What follows belongs to an exercise in optimizing a design on an open flow for small area, a short achievable clock period and few clock cycles per item; a production flow would make more cautious choices. Only simulation tests tie the RTL to the original design; equivalence was not proved.

===== run.sh =====
#!/bin/bash
# synth_recipe.tcl (not shown) runs the flow's synth.tcl, then flattens the netlist and writes it again
# the make line also repeats each setting of config.mk as NAME=value (left out here)
make -C /OpenROAD-flow-scripts/flow DESIGN_CONFIG=/design/flow/config.mk WORK_HOME=/design/flow/orfs CLKGATE_MAP_FILE= SYNTH_SCRIPT=/design/flow/synth_recipe.tcl finish

===== config.mk =====
export PLATFORM = sky130hd
export DESIGN_NAME = dtl_hdr_codec
export DESIGN_NICKNAME = dtl_hdr_codec
export VERILOG_FILES = /design/flow/design.v
export SDC_FILE = /design/flow/constraint.sdc
export NUM_CORES = 4
export LEC_CHECK = 0
export ABC_CLOCK_PERIOD_IN_PS = 1500
export CAP_MARGIN = 20
export CORE_MARGIN = 2
export CORE_UTILIZATION = 40
export SETUP_SLACK_MARGIN = 3.3
export SLEW_MARGIN = 20

===== constraint.sdc =====
create_clock -name core_clock -period 5.0 [get_ports {clk}]
set_input_delay 1.0000 -clock core_clock [delete_from_list [all_inputs] [get_ports {clk}]]
set_output_delay 1.0000 -clock core_clock [all_outputs]
set_load 0.01 [all_outputs]

===== design.v =====
module dtl_hdr_codec (
    input  wire         clk,
    input  wire         rst,
    input  wire         cmd_valid,
    output wire         cmd_ready,
    input  wire         cmd_op,        
    input  wire         cmd_scr_en,    
    input  wire [11:0]  b_plen,
    input  wire [11:0]  b_seq,
    input  wire [3:0]   b_mod,
    input  wire [3:0]   b_fec,
    input  wire [7:0]   b_flen,
    input  wire [7:0]   b_cwid,
    input  wire [13:0]  b_off,
    input  wire [13:0]  b_short,
    input  wire [3:0]   b_emod,
    input  wire [3:0]   b_efec,
    input  wire [767:0] hdr_in,
    output wire         res_valid,
    output wire [95:0]  hdr_out,       
    output wire         res_ok,        
    output wire [11:0]  r_plen,
    output wire [11:0]  r_seq,
    output wire [3:0]   r_mod,
    output wire [3:0]   r_fec,
    output wire [7:0]   r_flen,
    output wire [7:0]   r_cwid,
    output wire [13:0]  r_off,
    output wire [13:0]  r_short,
    output wire [3:0]   r_emod,
    output wire [3:0]   r_efec
);
    localparam HB = 96;
    localparam [95:0] SCR_SEQ = 96'h542de72b306d746440934f70;
    localparam [7:0]  SCR_CRC = 8'h85;
    reg [HB-1:0] body_bits;    
    reg [HB-1:0] sign_bits;    
    integer k;
    always @* begin
        body_bits = {HB{1'b0}};
        for (k = 0; k < 12; k = k + 1) body_bits[ 0 + k] = b_plen [11 - k];
        for (k = 0; k < 12; k = k + 1) body_bits[12 + k] = b_seq  [11 - k];
        for (k = 0; k < 4;  k = k + 1) body_bits[24 + k] = b_mod  [3 - k];
        for (k = 0; k < 4;  k = k + 1) body_bits[28 + k] = b_fec  [3 - k];
        for (k = 0; k < 8;  k = k + 1) body_bits[32 + k] = b_flen [7 - k];
        for (k = 0; k < 8;  k = k + 1) body_bits[40 + k] = b_cwid [7 - k];
        for (k = 0; k < 14; k = k + 1) body_bits[48 + k] = b_off  [13 - k];
        for (k = 0; k < 14; k = k + 1) body_bits[62 + k] = b_short[13 - k];
        for (k = 0; k < 4;  k = k + 1) body_bits[76 + k] = b_emod [3 - k];
        for (k = 0; k < 4;  k = k + 1) body_bits[80 + k] = b_efec [3 - k];
    end
    always @* begin
        for (k = 0; k < HB; k = k + 1) sign_bits[k] = hdr_in[8*k + 7];
    end
    assign cmd_ready = 1'b1;
    reg          a_v;
    reg [HB-1:0] a_y;
    reg          a_bc;          
    always @(posedge clk) begin
        if (rst) a_v <= 1'b0;
        else     a_v <= cmd_valid;
        a_y  <= (cmd_op ? sign_bits : body_bits) ^ (cmd_scr_en ? SCR_SEQ : {HB{1'b0}});
        a_bc <= !cmd_op && cmd_scr_en;
    end
    reg [7:0] c;
    reg [7:0] t;                
    always @* begin
        c = 8'h00;
        for (k = 0; k < 88; k = k + 1)
            c = {c[6:0], 1'b0} ^ ((c[7] ^ a_y[k]) ? 8'h07 : 8'h00);
        if (a_bc) c = c ^ SCR_CRC;
        for (k = 0; k < 8; k = k + 1) t[k] = c[7 - k] ^ a_y[88 + k];
    end
    reg          b_v;
    reg [83:0]   b_y;
    reg          b_r85;         
    reg [7:0]    b_t;
    reg          b_ok;
    always @(posedge clk) begin
        if (rst) b_v <= 1'b0;
        else     b_v <= a_v;
        b_y   <= a_y[83:0];
        b_r85 <= a_y[85];
        b_t   <= t;
        b_ok  <= (t == 8'h00);
    end
    assign res_valid = b_v;
    assign hdr_out   = {b_t, 2'b00, b_r85, 1'b0, b_y};
    assign res_ok    = b_ok;
    genvar g;
    generate
        for (g = 0; g < 12; g = g + 1) begin : g_plen
            assign r_plen[11 - g] = b_y[ 0 + g];
            assign r_seq [11 - g] = b_y[12 + g];
        end
        for (g = 0; g < 4; g = g + 1) begin : g_id
            assign r_mod [3 - g] = b_y[24 + g];
            assign r_fec [3 - g] = b_y[28 + g];
            assign r_emod[3 - g] = b_y[76 + g];
            assign r_efec[3 - g] = b_y[80 + g];
        end
        for (g = 0; g < 8; g = g + 1) begin : g_byte
            assign r_flen[7 - g] = b_y[32 + g];
            assign r_cwid[7 - g] = b_y[40 + g];
        end
        for (g = 0; g < 14; g = g + 1) begin : g_wide
            assign r_off  [13 - g] = b_y[48 + g];
            assign r_short[13 - g] = b_y[62 + g];
        end
    endgenerate
endmodule

==> metrics.md, run 1 <==
| Metric | Value |
|---|---|
| Outcome | stopped before the end |
| Fail Step | I/O pin placement |
| First error | [ERROR PPL-0024] Number of IO pins (1040) exceeds maximum number of available positions (560). Increase the die perimeter from 627.02um to 1414.40um. |
| Post-Syn Area | 9334 um2 |
| Count of different cell masters after synthesis | 25 |
| DIE WIDTH | 156.8 um |
| Synthesized area per cell | 13.45 um2 |
| Cells after Synth | 694 |
| Yosys warnings | 1 |
| Die H | 156.8 um |
| Starting Density | 40.98% |
| Synth Register Bits | 193 |
| Num rows | 55 |
| Sequential area share after synthesis | 41.39% |
## cell usage after synthesis
library cell / number / share of area (%)
xnor3_1: 67 / 16
conb_1: 2 / 0.080
nand2_1: 4 / 0.16
xnor2_1: 152 / 14
nand2b_1: 2 / 0.13
buf_6: 1 / 0.12
xnor2_4: 2 / 0.59
xnor3_2: 6 / 1.5
and2_1: 8 / 0.54
buf_4: 89 / 7.2
inv_1: 3 / 0.12
xor2_2: 2 / 0.35
or3b_1: 1 / 0.094
nor4_2: 1 / 0.13
mux2_2: 44 / 5.3
nor2b_1: 3 / 0.20
xor2_4: 1 / 0.29
dfxtp_1: 193 / 41
xor2_1: 48 / 4.5
clkbuf_1: 12 / 0.48
buf_1: 5 / 0.20
xor3_2: 1 / 0.27
xor3_1: 5 / 1.3
mux2i_1: 40 / 4.3
xnor2_2: 2 / 0.35
## logic make-up after synthesis
logic type                after synthesis  synth area share [%]
xor gates and xnor gates              286                 39.58
DFF                                   193                 41.39
buffers and inverters                 110                 8.083
muxes                                  84                 9.598
and+or+nand+nor                        19                 1.260
other                                   2               0.08046
Testbench counts, summed over its fixed seeds: cycles 976, items 960.
==> inputs of run 2 (changes only) <==
--- a/config.mk
+++ b/config.mk
@@ -8,6 +8,6 @@
 export ABC_CLOCK_PERIOD_IN_PS = 1500
 export CAP_MARGIN = 20
-export CORE_MARGIN = 2
-export CORE_UTILIZATION = 40
+export CORE_AREA = 10 10 290 290
+export DIE_AREA = 0 0 300 300
 export SETUP_SLACK_MARGIN = 3.3
 export SLEW_MARGIN = 20
==> run 2 against run 1 <==
Against the previous run:
- the run now finishes clean
- synthesized area unchanged
- synthesized cell count unchanged
==> metrics.md, run 2 <==
| Metric | Value |
|---|---|
| Worst path arrival time | 5.19 ns |
| Final Cell Area | 16530 um2 |
| Largest register FFs | 96 |
| Leading cell type in the layout, fill and taps excluded | buf_6 |
| Mux contribution to synthesized area | 9.598% |
| Number of global-route vias before repair | 7373 |
| Peak Freq | 0.2066 GHz |
| Post-Syn Area | 9334 um2 |
| Min cycle time layout | 4.841 ns |
| Area delta synth->final | 77.08% |
| Placed wire-length estimate | 38.70 mm |
| Setup-failing EPs final | 0 |
| Final WL | 47.83 mm |
| Routed wire per std cell | 22.29 um |
| Compound-Gate Fraction of Synth Area | 0% |
| CP startpoint kind | register |
| Largest net degree at the start of global routing | 69 |
| Crit Path Class | register to register |
| Yosys warnings | 1 |
| Most frequent cells in the layout | buf_6, clkdlybuf4s50_1, xnor2_1 |
| Simple-gate share of the synthesized area | 1.260% |
| Top-count cell post-synth | dfxtp_1 |
| CP endpoint kind | register |
| DIE WIDTH | 300 um |
| Core area | 77590 um2 |
| Count of different cell masters after synthesis | 25 |
| Hold Violations, Final | 0 |
| First-pass GRT wire length | 62.29 mm |
| Top_reg_cell synth | dfxtp_1 |
| Worst Tran Pin Value | 0.7124 ns |
| Gp weighted congestion | 0.8220 |
| Max-slew violation count | 0 |
| Cells after Synth | 694 |
| Hold Crit Class | register to register |
| Full die area | 90000 um2 |
| Main combinational cell family by area after synthesis | XOR/XNOR gates |
| Sequential area share after synthesis | 41.39% |
| Post-DRT Antenna Nets | 0 |
| Starting DRC count in detailed routing | 236 |
| Starting Density | 12.03% |
| Via Count | 6311 |
| Port buffer count | 363 |
| Layout Cells excl Fill | 2146 |
| CTS tree | built |
| Layout Nets | 1944 |
| Total negative setup slack | 0 ns |
| Hold buffer count at CTS | 0 |
| Reg clk slew, reported paths | 0.09 ns |
| Share of the synthesized area in the top cell type | 41.39% |
| Global route total overflow | 0 |
| Synth Area in XOR/XNOR | 39.58% |
| Die H | 300 um |
| Area leader, netlist | dfxtp_1 |
| Top flop regs | a_y x96, b_y x84, b_t x8 |
| Maximum fanout along the worst path | 4 |
| CTS root buffer | clkbuf_16 |
| Most frequent cells after synthesis | dfxtp_1, xnor2_1, buf_4, xnor3_1, xor2_1 |
| Clk sink count | 193 |
| GRT Total Usage | 10.20% |
| Outcome | complete, no violations |
| Num rows | 102 |
| Adder-Cell Fraction of Synth Area | 0% |
| Slew HR | 52.51% |
| Vias/cell | 2.941 |
| Post-placement cell area | 14240 um2 |
| Worst Skew | 0.01753 ns |
| Synthesized area per cell | 13.45 um2 |
| Synth Register Bits | 193 |
| Fraction of layout cells with a size suffix above 1 | 52.55% |
| Pre-antenna DRT Iters | 4 |
| RSZ-0062 raised after global routing | yes |
| Clock latency on the worst-skew pair | 0.46 ns |
| TritonCTS buffer count | 17 |
| H-Tree Depth | 4 |
| IO Pins | 1040 |
| Max clock buf depth | 2 |
| CP Data Required Time | 5.35 ns |
| Top cells by area, synth | dfxtp_1, xnor3_1, xnor2_1 |
| Dpl cells | 2034 |
| Max_cap viols | 0 |
| # DRC | 0 |
| Tcrit/Tclk final | 96.81% |
| EDFF count, synth | 0 |
| Fill cells | 8315 |
| Hold Slack | 0.3579 ns |
| Most flops, register | a_y |
| Initial antenna violation count | 17 |
| Asr flop ratio synth | 0% |
-- run 2: cell counts after synthesis --
Identical to the previous run, type by type.
-- run 2: final timing paths --
kind | endpoint | depth (start not counted) | slack, ns | from
setup / recovery | b_ok$_DFF_P_ | 14 | 0.16 | a_y[4]$_DFF_P_
hold / removal | b_y[75]$_DFF_P_ | 0 | 0.36 | a_y[75]$_DFF_P_
setup reg to reg | b_ok$_DFF_P_ | 14 | 0.16 | a_y[4]$_DFF_P_
hold reg to reg | b_y[75]$_DFF_P_ | 0 | 0.36 | a_y[75]$_DFF_P_
-- run 2: area by class of cell --
class	count	area (um2)	area share, %
clock buffer	18	439.2	2.657
timing repair buffer	479	4918	29.76
tap	1040	1301	7.873
clock inverter	14	195.2	1.181
antenna	6	15.01	0.09084
multi-input combinational	393	5554	33.60
sequential	193	4094	24.77
inverter	3	11.26	0.06813
-- run 2: repair_timing --
action                                  CTS  global route
endpoints found under the hold margin     0             0
endpoints found under the setup margin  279           279
setup buffers                            62            10
pin swaps                                42             6
gates resized for setup                 687           418
gates cloned                              0             2
-- run 2: metrics by stage --
stage / utilization [%] / setup slack [ns]
floorplan: - / 0.7123
global placement: 18.35 / -0.03138
CTS: 20.66 / 0.1587
global route: 21.28 / 0.04062
finish: 21.30 / 0.1593
detailed placement: 18.35 / -0.08197
-- run 2: cell families after synthesis --
group                  after synthesis
XOR/XNOR                           286
multiplexers                        84
buffers and inverters              110
other                                2
flip-flops                         193
AND/OR/NAND/NOR                     19
-- run 2: per-layer routing --
metal  share of wire, %  wire (um)  GRT usage (%)  vias to the layer above
met5              0.096         46              0                        -
met4               0.95        455          1.929                        6
met3                8.9       4270          4.362                       29
met2                 43      20370          15.05                      341
met1                 47      22690          13.68                     3002
li1                   -          -              -                     2933
-- run 2: worst max-delay path: stages (launching register included) --
cell and delay, ns:
dfxtp_4 0.38, xnor2_2 0.18, buf_4 0.14, xnor3_2 0.50, xnor2_4 0.22, buf_6 0.13, xor3_2 0.32, xnor3_2 0.54
xnor2_2 0.23, xnor3_1 0.39, xnor2_2 0.28, xnor3_1 0.38, xnor3_1 0.43, or3b_1 0.43, nor4_4 0.19
==> inputs of run 3 (changes only) <==
--- a/config.mk
+++ b/config.mk
@@ -6,8 +6,6 @@
 export NUM_CORES = 4
 export LEC_CHECK = 0
-export ABC_CLOCK_PERIOD_IN_PS = 1500
 export CAP_MARGIN = 20
 export CORE_AREA = 10 10 290 290
 export DIE_AREA = 0 0 300 300
-export SETUP_SLACK_MARGIN = 3.3
 export SLEW_MARGIN = 20
==> run 3 against run 2 <==
Against the previous run:
- cell area fell by 6.4%
- critical path type unchanged
- largest cell class unchanged
- critical endpoint unchanged
- core utilization fell by 1.4 points
==> metrics.md, run 3 <==
| Metric | Value |
|---|---|
| Sequential area share after synthesis | 41.39% |
| Starting DRC count in detailed routing | 159 |
| Routed wire per std cell | 21.54 um |
| Leading cell type in the layout, fill and taps excluded | clkdlybuf4s50_1 |
| Cells after Synth | 694 |
| Fill cells | 8487 |
| Critical path's slowest cell | xnor3_2 |
| Top cells by area, synth | dfxtp_1, xnor3_1, xnor2_1 |
| Clock latency on the worst-skew pair | 0.51 ns |
| Worst hold start | a_y[61]$_DFF_P_ |
| Global route total overflow | 0 |
| Area delta synth->final | 65.80% |
| Final WL | 46.38 mm |
| Max clock buf depth | 2 |
| DIE WIDTH | 300 um |
| Hold buffer count at CTS | 0 |
| Area leader, netlist | dfxtp_1 |
| Worst Tran Pin Value | 0.9566 ns |
| CP endpoint kind | register |
| Initial antenna violation count | 6 |
| Synth Register Bits | 193 |
| EDFF count, synth | 0 |
| Largest register FFs | 96 |
| GRT Total Usage | 10.18% |
| Top flop regs | a_y x96, b_y x84, b_t x8 |
| Port buffer count | 363 |
| Asr flop ratio synth | 0% |
| Slew HR | 36.23% |
| Post-DRT Antenna Nets | 0 |
| Most frequent cells in the layout | clkdlybuf4s50_1, dfxtp_1, xnor2_1 |
| Reg clk slew, reported paths | 0.11 ns |
| Tcrit/Tclk final | 98.43% |
| Full die area | 90000 um2 |
| Post-Syn Area | 9334 um2 |
| Hold Crit Class | register to register |
| Via Count | 6333 |
| Post-placement cell area | 14530 um2 |
| CTS tree | built |
| Gp weighted congestion | 0.7993 |
| Crit Path Class | register to register |
| Final Cell Area | 15480 um2 |
| CP startpoint kind | register |
| Cells along the critical path | buf_12 -> xnor2_1 -> buf_4 -> xnor3_2 -> buf_4 -> xnor3_1 -> xnor3_1 -> xnor3_1 -> xnor3_1 -> buf_4 -> xnor3_2 -> xnor2_2 -> xnor3_2 -> xnor3_1 -> or3b_1 -> nor4_2 |
| Synthesized area per cell | 13.45 um2 |
| IO Pins | 1040 |
| Die H | 300 um |
| CTS root buffer | clkbuf_16 |
| Peak Freq | 0.2032 GHz |
| Outcome | complete, no violations |
| Vias/cell | 2.941 |
| Placed wire-length estimate | 38.62 mm |
| Most flops, register | a_y |
| Crit path top cell by count | xnor3_1 |
| Layout Nets | 1955 |
| Worst path arrival time | 5.33 ns |
| H-Tree Depth | 4 |
| RSZ-0062 raised after global routing | yes |
| Setup-failing EPs final | 0 |
| Reg-to-Reg Start | a_y[3]$_DFF_P_ |
| Most frequent cells after synthesis | dfxtp_1, xnor2_1, buf_4, xnor3_1, xor2_1 |
| Share of the synthesized area in the top cell type | 41.39% |
| Max_cap viols | 0 |
| Clk sink count | 193 |
| First-pass GRT wire length | 61.76 mm |
| Top_reg_cell synth | dfxtp_1 |
| Max-slew violation count | 0 |
| Core area | 77590 um2 |
| Yosys warnings | 1 |
| Largest net degree at the start of global routing | 66 |
| Pre-antenna DRT Iters | 4 |
| # DRC | 0 |
| Final core occ | 19.94% |
| Num rows | 102 |
| Count of different cell masters after synthesis | 25 |
| Starting Density | 12.03% |
| CP Data Required Time | 5.41 ns |
| Critical path origin | a_y[3]$_DFF_P_ |
| Worst Skew | 0.03248 ns |
| Hold Violations, Final | 0 |
| Maximum fanout along the worst path | 5 |
| CP bufs+invs | 4 |
| Critical path's largest stage delay | 0.43 ns |
| Min cycle time layout | 4.922 ns |
| Top Family by Delay on Critical Path | XOR/XNOR gates |
| Top-count cell post-synth | dfxtp_1 |
| TritonCTS buffer count | 17 |
| Fraction of layout cells with a size suffix above 1 | 23.40% |
| Number of global-route vias before repair | 7361 |
run 3: cell counts after synthesis:
Identical to the previous run, type by type.
run 3: metrics by stage:
step	TNS, ns	worst slack, ns	instances	hold slack, ns
finish	0	0.07840	2153	0.3647
global route	-0.06045	-0.06045	2151	0.3748
CTS	-0.001644	-0.001644	2148	0.3684
detailed placement	-0.3340	-0.3204	2108	0.3549
global placement	-0.4463	-0.3538	2108	0.3554
floorplan	0	0.1154	696	0.3290
run 3: timing repair:
action                                 CTS  global route
buffers inserted                         8             3
setup endpoints to repair                4             2
endpoints found under the hold margin    0             0
pin swaps                               26            14
resized for setup                       41            11
run 3: area by class of cell:
type	instances	area, um2	share of cell area (%)
clock buffer	17	425.4	2.749
inverter	3	11.26	0.07276
tap	1040	1301	8.408
clock inverter	15	219.0	1.415
antenna	2	5.005	0.03234
sequential	193	3881	25.08
timing repair buffer	490	4726	30.54
multi-input combinational	393	4907	31.71
run 3: per-layer routing:
metal	vias to the layer above	global-route usage, %	part of all wire (%)
li1	2964	-	-
met1	3009	14.28	51
met2	327	14.63	41
met3	31	3.679	7.1
met4	2	2.191	1.3
met5	-	0	0.028
run 3: cells by family (layout without fill, tap and decap cells):
family | Yosys count | count (layout) | share of synthesized area [%]
simple gates | 19 | 19 | 1.260
xor+xnor | 286 | 286 | 39.58
other cells | 2 | 6 | 0.08046
mux | 84 | 84 | 9.598
buf+inv | 110 | 525 | 8.083
flops | 193 | 193 | 41.39
run 3: final timing paths:
check,endpoint,slack [ns],depth (start not counted)
worst max-delay path,b_ok$_DFF_P_,0.08,16
worst min-delay path,b_y[61]$_DFF_P_,0.36,0
worst max register to register,b_ok$_DFF_P_,0.08,16
worst min register to register,b_y[61]$_DFF_P_,0.36,0
run 3: worst register-to-register path: cells and delay by family, from the launching register on:
kind	cells	cell delay, ns
AND/OR/NAND/NOR	2	0.50
XOR/XNOR	10	3.36
flip-flops	1	0.35
buffers and inverters	4	0.63
==> inputs of run 4 (changes only) <==
==> flow/run.sh (new file) <==
#!/bin/bash
set -euo pipefail
cd "$(dirname "$0")/.."
bash standard.sh BUFFER_PORTS_ARGS="-buffer_cell sky130_fd_sc_hd__buf_1" finish > flow_make.log 2>&1
==> standard.sh (new file) <==
#!/bin/bash
# synth_recipe.tcl (not shown) runs the flow's synth.tcl, then flattens the netlist and writes it again
# the make line also repeats each setting of config.mk as NAME=value (left out here)
make -C /OpenROAD-flow-scripts/flow DESIGN_CONFIG=/design/flow/config.mk WORK_HOME=/design/flow/orfs CLKGATE_MAP_FILE= SYNTH_SCRIPT=/design/flow/synth_recipe.tcl "${@:-finish}"
--- a/config.mk
+++ b/config.mk
@@ -6,6 +6,8 @@
 export NUM_CORES = 4
 export LEC_CHECK = 0
+export ABC_CLOCK_PERIOD_IN_PS = 1500
 export CAP_MARGIN = 20
 export CORE_AREA = 10 10 290 290
 export DIE_AREA = 0 0 300 300
+export SETUP_SLACK_MARGIN = 3.3
 export SLEW_MARGIN = 20
removed: run.sh
==> run 4 against run 3 <==
Against the previous run:
- routed wire length up 2.2%
- sequential share of layout area up 2.0 points
- register-to-register slack better by 0.09 ns
- via count down 1.4%
- critical path depth down 3
- core utilization down 0.54 points
- cell count down 1.0%
- die area unchanged
==> metrics.md, run 4 <==
| Metric | Value |
|---|---|
| Crit Path Class | register to register |
| Top cells by area, synth | dfxtp_1, xnor3_1, xnor2_1 |
| Critical path's slowest cell | xnor3_2 |
| Setup-failing EPs final | 0 |
| IO Pins | 1040 |
| GRT Total Usage | 10.36% |
| Reg2Reg Setup Slack | 0.17 ns |
| Layout Nets | 1929 |
| Max-slew violation count | 0 |
| Worst Tran Pin Value | 0.7069 ns |
| Share of the synthesized area in the top cell type | 41.39% |
| Sequential area share after synthesis | 41.39% |
| Tcrit/Tclk final | 96.67% |
| Fraction of layout cells with a size suffix above 1 | 50.69% |
| Synth Register Bits | 193 |
| Initial antenna violation count | 14 |
| TritonCTS buffer count | 17 |
| Most frequent cells after synthesis | dfxtp_1, xnor2_1, buf_4, xnor3_1, xor2_1 |
| Global route total overflow | 0 |
| RSZ-0062 raised after global routing | yes |
| Min cycle time layout | 4.833 ns |
| Critical path origin | a_y[10]$_DFF_P_ |
| Final WS setup | 0.1666 ns |
| Area delta synth->final | 61.33% |
| Post-DRT Antenna Nets | 0 |
| Clock latency on the worst-skew pair | 0.46 ns |
| Hold buffer count at CTS | 0 |
| Hold Violations, Final | 0 |
| R2R Path End | b_ok$_DFF_P_ |
| Clk sink count | 193 |
| # DRC | 0 |
| Max_cap viols | 0 |
| Number of global-route vias before repair | 7169 |
| Port buffer count | 363 |
| Synthesized area per cell | 13.45 um2 |
| CP endpoint kind | register |
| Yosys warnings | 1 |
| Full die area | 90000 um2 |
| DIE WIDTH | 300 um |
| First-pass GRT wire length | 62.49 mm |
| Worst Skew | 0.01952 ns |
| Top flop regs | a_y x96, b_y x84, b_t x8 |
| WHS Endpoint | b_y[79]$_DFF_P_ |
| Maximum fanout along the worst path | 4 |
| Core area | 77590 um2 |
| Critical path's largest stage delay | 0.53 ns |
| Largest register FFs | 96 |
| CP Data Required Time | 5.37 ns |
| Gp weighted congestion | 0.8090 |
| Num rows | 102 |
| Dpl ws | 0.02932 ns |
| Top_reg_cell synth | dfxtp_1 |
| Reg-to-Reg Start | a_y[10]$_DFF_P_ |
| Leading cell type in the layout, fill and taps excluded | buf_1 |
| H-Tree Depth | 4 |
| Asr flop ratio synth | 0% |
| Placed wire-length estimate | 38.66 mm |
| Peak Freq | 0.2069 GHz |
| Outcome | complete, no violations |
| Cells after Synth | 694 |
| Largest net degree at the start of global routing | 27 |
| Pre-antenna DRT Iters | 4 |
| CTS tree | built |
| R2R cell count | 13 |
| EDFF count, synth | 0 |
| Starting DRC count in detailed routing | 231 |
| Worst hold start | a_y[79]$_DFF_P_ |
| Via Count | 6242 |
| Reg clk slew, reported paths | 0.09 ns |
| Vias/cell | 2.929 |
| Post-Syn Area | 9334 um2 |
| Cells along the critical path | xnor2_2 -> buf_4 -> xnor3_2 -> xor2_4 -> xnor3_2 -> xnor3_1 -> xnor3_1 -> xnor3_2 -> xnor2_1 -> xnor3_2 -> xnor3_2 -> or3b_1 -> nor4_4 |
| Starting Density | 12.03% |
| Final WL | 47.42 mm |
| Most flops, register | a_y |
| Most frequent cells in the layout | buf_1, buf_6, xnor2_1 |
| Crit path top cell by count | xnor3_2 |
| Max clock buf depth | 2 |
| Hold path cells | 0 |
| Slew HR | 51.53% |
| CTS root buffer | clkbuf_16 |
| Area leader, netlist | dfxtp_1 |
| Total negative setup slack | 0 ns |
| CP startpoint kind | register |
| Routed wire per std cell | 22.25 um |
| Hold Crit Class | register to register |
| Worst path arrival time | 5.20 ns |
| Count of different cell masters after synthesis | 25 |
| Die H | 300 um |
| Top-count cell post-synth | dfxtp_1 |
==> run 4: worst max path at each step <==
stage | end | slack (ns) | cells after the start
global placement | b_ok$_DFF_P_ | 0.03 | 13
floorplan | b_ok$_DFF_P_ | 0.71 | 13
finish | b_ok$_DFF_P_ | 0.17 | 13
CTS | b_ok$_DFF_P_ | 0.17 | 14
global route | b_ok$_DFF_P_ | 0.02 | 13
detailed placement | b_ok$_DFF_P_ | 0.03 | 14
==> run 4: area by class of cell <==
cell class                 count  area [um2]
timing repair buffer         464        3633
antenna                        6       15.01
sequential                   193        4071
multi-input combinational    393        5429
inverter                       3       11.26
clock inverter                14       157.7
tap                         1040        1301
clock buffer                  18       439.2
fill                        8405       62540
==> run 4: cell families after synthesis <==
logic type,count (synthesis),synth area share [%]
simple gates,19,1.260
other cells,2,0.08046
mux,84,9.598
flops,193,41.39
buf+inv,110,8.083
xor+xnor,286,39.58
==> run 4: per-stage QoR <==
| stage | utilization [%] | hold slack [ns] | instance area [um2] | std cells |
|---|---|---|---|---|
| floorplan | - | 0.3324 | 9935 | 696 |
| global placement | 15.67 | 0.3517 | 12160 | 2053 |
| detailed placement | 15.67 | 0.3457 | 12160 | 2053 |
| CTS | 19.07 | 0.3545 | 14790 | 2116 |
| global route | 19.39 | 0.3605 | 15050 | 2126 |
| finish | 19.41 | 0.3511 | 15060 | 2131 |
==> run 4: worst max-delay path: cells and delay by family, from the launching register on <==
kind	cells	cell delay [ns]
simple gates	2	0.60
xor+xnor	10	3.64
flops	1	0.35
buf+inv	1	0.16
==> run 4: routing by layer <==
layer / part of all wire (%) / wire length (um) / vias up / track usage [%]
li1: - / - / 2915 / -
met2: 42 / 19930 / 339 / 15.38
met3: 7.7 / 3656 / 36 / 3.521
met5: 0.057 / 27 / - / 0
met4: 1.6 / 762 / 4 / 2.393
met1: 49 / 23050 / 2948 / 14.23
==> run 4: timing repair <==
action | CTS | global route
gates resized for setup | 553 | 33
setup buffers | 29 | 9
cloned | 2 | 0
pin swaps | 18 | 12
setup endpoints to repair | 266 | 204

==> port drivers added, routing unchanged <==
Ports are ideal in the flow. The routed layouts listed here were re-timed in OpenROAD.
Step 1 sets driving cells, clkbuf_16 on the clock port and buf_2 on the other inputs (assumed; they add their load-dependent delay and slew).
Step 2 times the ports against the registers' clock, not the clock port: input delays grow and output delays shrink by t, the midpoint of the rising clock arrivals with the driver on.
Three values: ideal ports, drivers, drivers and shift; two values: the first two.
| run | shift t [ns] | setup WS [ns] | latest minus earliest clock arrival (ns) | slew at the worst register clock pin (ns) |
|---|---|---|---|---|
| run 2 | 0.510 | 0.159 / 0.159 / 0.159 | 0.021 / 0.021 | 0.09 / 0.09 |
| run 3 | 0.545 | 0.078 / 0.078 / 0.078 | 0.036 / 0.036 | 0.11 / 0.11 |
| run 4 | 0.519 | 0.167 / 0.167 / 0.167 | 0.020 / 0.020 | 0.09 / 0.09 |
After both steps every run listed still meets setup and hold.
